Context: an optimization exercise on an open-source flow, tuned for small area, a short achievable clock period and few clock cycles. The choices shown serve that exercise and are no tape-out recipe. At most, simulation tests tie the RTL to the original design; equivalence was not proved. Power is estimated from default activity; no workload was simulated.

## v6
==> flow/design.v (excerpt) <==
module epb (
    input  wire        clk,
    input  wire        rst,           
    input  wire        host_we,
    input  wire [4:0]  host_waddr,
    input  wire [31:0] host_wdata,
    input  wire [4:0]  host_raddr,
    output reg  [31:0] host_rdata,
    output wire        host_ready,    
    output wire        host_halted,   
    output wire        dev_req,
    output reg         dev_we,
    output wire [11:0] dev_addr,
    output reg  [15:0] dev_wdata,
    input  wire        dev_ack,
    input  wire [15:0] dev_rdata
);
For scale: about 2,500 cells after synthesis, about 710 flip-flops, about 130 I/O pins, about 0.030 mm² of cells after synthesis.
==> flow/config.mk <==
export PLATFORM = sky130hd
export DESIGN_NAME = epb
export DESIGN_NICKNAME = epb
export VERILOG_FILES = /design/flow/design.v
export SDC_FILE = /design/flow/constraint.sdc
export NUM_CORES = 4
export LEC_CHECK = 0
export CAP_MARGIN = 20
export CORE_MARGIN = 2
export CORE_UTILIZATION = 60
export CTS_CLUSTER_DIAMETER = 100
export CTS_CLUSTER_SIZE = 24
export SETUP_SLACK_MARGIN = 3
export SLEW_MARGIN = 20
export SYNTH_HIERARCHICAL = 1
==> flow/constraint.sdc <==
create_clock -name core_clock -period 8.0 [get_ports {clk}]
set_input_delay 1.6000 -clock core_clock [delete_from_list [all_inputs] [get_ports {clk}]]
set_output_delay 1.6000 -clock core_clock [all_outputs]
set_load 0.01 [all_outputs]
standard.sh (not shown) runs the stock make flow with config.mk's settings and CLKGATE_MAP_FILE= SYNTH_SCRIPT=/design/flow/synth_recipe.tcl, a recipe that flattens the netlist after the stock synthesis.
==> flow/flow/run.sh <==
#!/bin/bash
# Standard layout, with the ports buffered by buf_2 cells instead of the
# smallest-footprint buffer that buffer_ports picks by default.
set -euo pipefail
export BUFFER_PORTS_ARGS="-buffer_cell sky130_fd_sc_hd__buf_2"
bash standard.sh > standard_flow.log 2>&1
v6 | stages: all done | timing, DRC, antenna: all pass
Input-level comparison between v7 and v6:
-- flow/design.v --
<<< v6, line 77
                          halted, halted, halted, 4'd0,
                          3'd0, outcome, halted, ready};
    wire [735:0] rd_words = {post_img, pre_img, last_cmd, res_r, status,
                             {16'd0, arg_mac[47:32]}, arg_mac[31:0], arg_val, req_r};
    genvar hw;
    generate
        for (hw = 0; hw < 2; hw = hw + 1) begin : g_half
            wire [22:0]  sel;
            wire [15:0]  y;
            wire [367:0] hwords;
            genvar wi;
            for (wi = 0; wi < 23; wi = wi + 1) begin : g_w
                assign hwords[wi*16 +: 16] = rd_words[wi*32 + hw*16 +: 16];
            end
            epb_rdec u_dec (.ra(host_raddr), .pre_v(pre_v), .post_v(post_v), .sel(sel));
            epb_rmux u_mux (.sel(sel), .words(hwords), .y(y));
            always @(*) host_rdata[hw*16 +: 16] = y;
        end
    endgenerate
    wire        req_wr = host_we && (host_waddr == 5'd0);
    wire [31:0] q      = host_wdata;
>>> v7, line 77
                          halted, halted, halted, 4'd0,
                          3'd0, outcome, halted, ready};
    wire [22:0] rd_sel;
    epb_rdec u_rdec (.ra(host_raddr), .pre_v(pre_v), .post_v(post_v), .sel(rd_sel));
    wire [31:0] rd_y;
    epb_rmux u_rmux (.sel(rd_sel),
                     .words({post_img, pre_img, last_cmd, res_r, status, {16'd0, arg_mac[47:32]}, arg_mac[31:0], arg_val, req_r}),
                     .y(rd_y));
    always @(*) host_rdata = rd_y;
    wire        req_wr = host_we && (host_waddr == 5'd0);
    wire [31:0] q      = host_wdata;
<<< v6, line 400
module epb_rmux (
    input  wire [22:0]  sel,
    input  wire [367:0] words,
    output reg  [15:0]  y
);
    integer w;
    always @(*) begin
        y = 16'd0;
        for (w = 0; w < 23; w = w + 1)
            y = y | ({16{sel[w]}} & words[w*16 +: 16]);
    end
endmodule
>>> v7, line 390
module epb_rmux (
    input  wire [22:0]  sel,
    input  wire [735:0] words,
    output reg  [31:0]  y
);
    integer w;
    always @(*) begin
        y = 32'd0;
        for (w = 0; w < 23; w = w + 1)
            y = y | ({32{sel[w]}} & words[w*32 +: 32]);
    end
endmodule
### Flow results
- v7 against v6: share of power burned in the clock network saw a decrease; floorplan core area saw a decrease; worst max-slew margin expressed relative to the limit saw a decrease.
- Relative contribution of combinational cells to total power for v7: 0.2 points down relative to v6
- Compared with v6, v7 shows a lower non-clock buffer count in the final layout.
- Compared v7 vs v6, and utilization is up in v7.
- Overall power of v7 falls short of that of v6 slightly.
- Critical path class: primary input to primary output -> v7, register to primary output -> v6
- Re overall global routing resource usage: v7 is 2.7 points down on v6.
- v7 against v6; number of vias after detailed routing is down by a few percent.
- | area of the mapped netlist | lower: v7 |
- As of v7, number of gates resized after cts had fallen by a few percent compared to v6.
- Worst hold slack of v7 is on par with v6.
Testbench counts of v7, summed over its fixed seeds: cycles 21,343.
The RTL of v6 was laid out without a check of its function.

==> separate check: timing with driven ports <==
No port has a modelled driver above. Below, the same layouts with a new extraction and two added sets of constraints. Step 1 assumes that a clkbuf_16 drives the clock port and a buf_2 every other input. Step 2 also shifts input and output timing later by t, the mid clock arrival at the registers, as if the neighbouring blocks saw the same clock. a / b / c = ideal ports / drivers / drivers and shift; a / b = the first two.
run	shift t [ns]	setup slack, ns	worst hold slack (ns)
v6	0.659	2.862 / 2.802 / 2.743	0.454 / 0.454 / 0.454
v7	0.662	2.974 / 2.939 / 2.800	0.453 / 0.453 / 0.453
After both steps every run listed still meets setup and hold. For v7, which loses most, drivers alone change the setup slack by -0.035 ns; drivers and shift together by -0.174 ns.
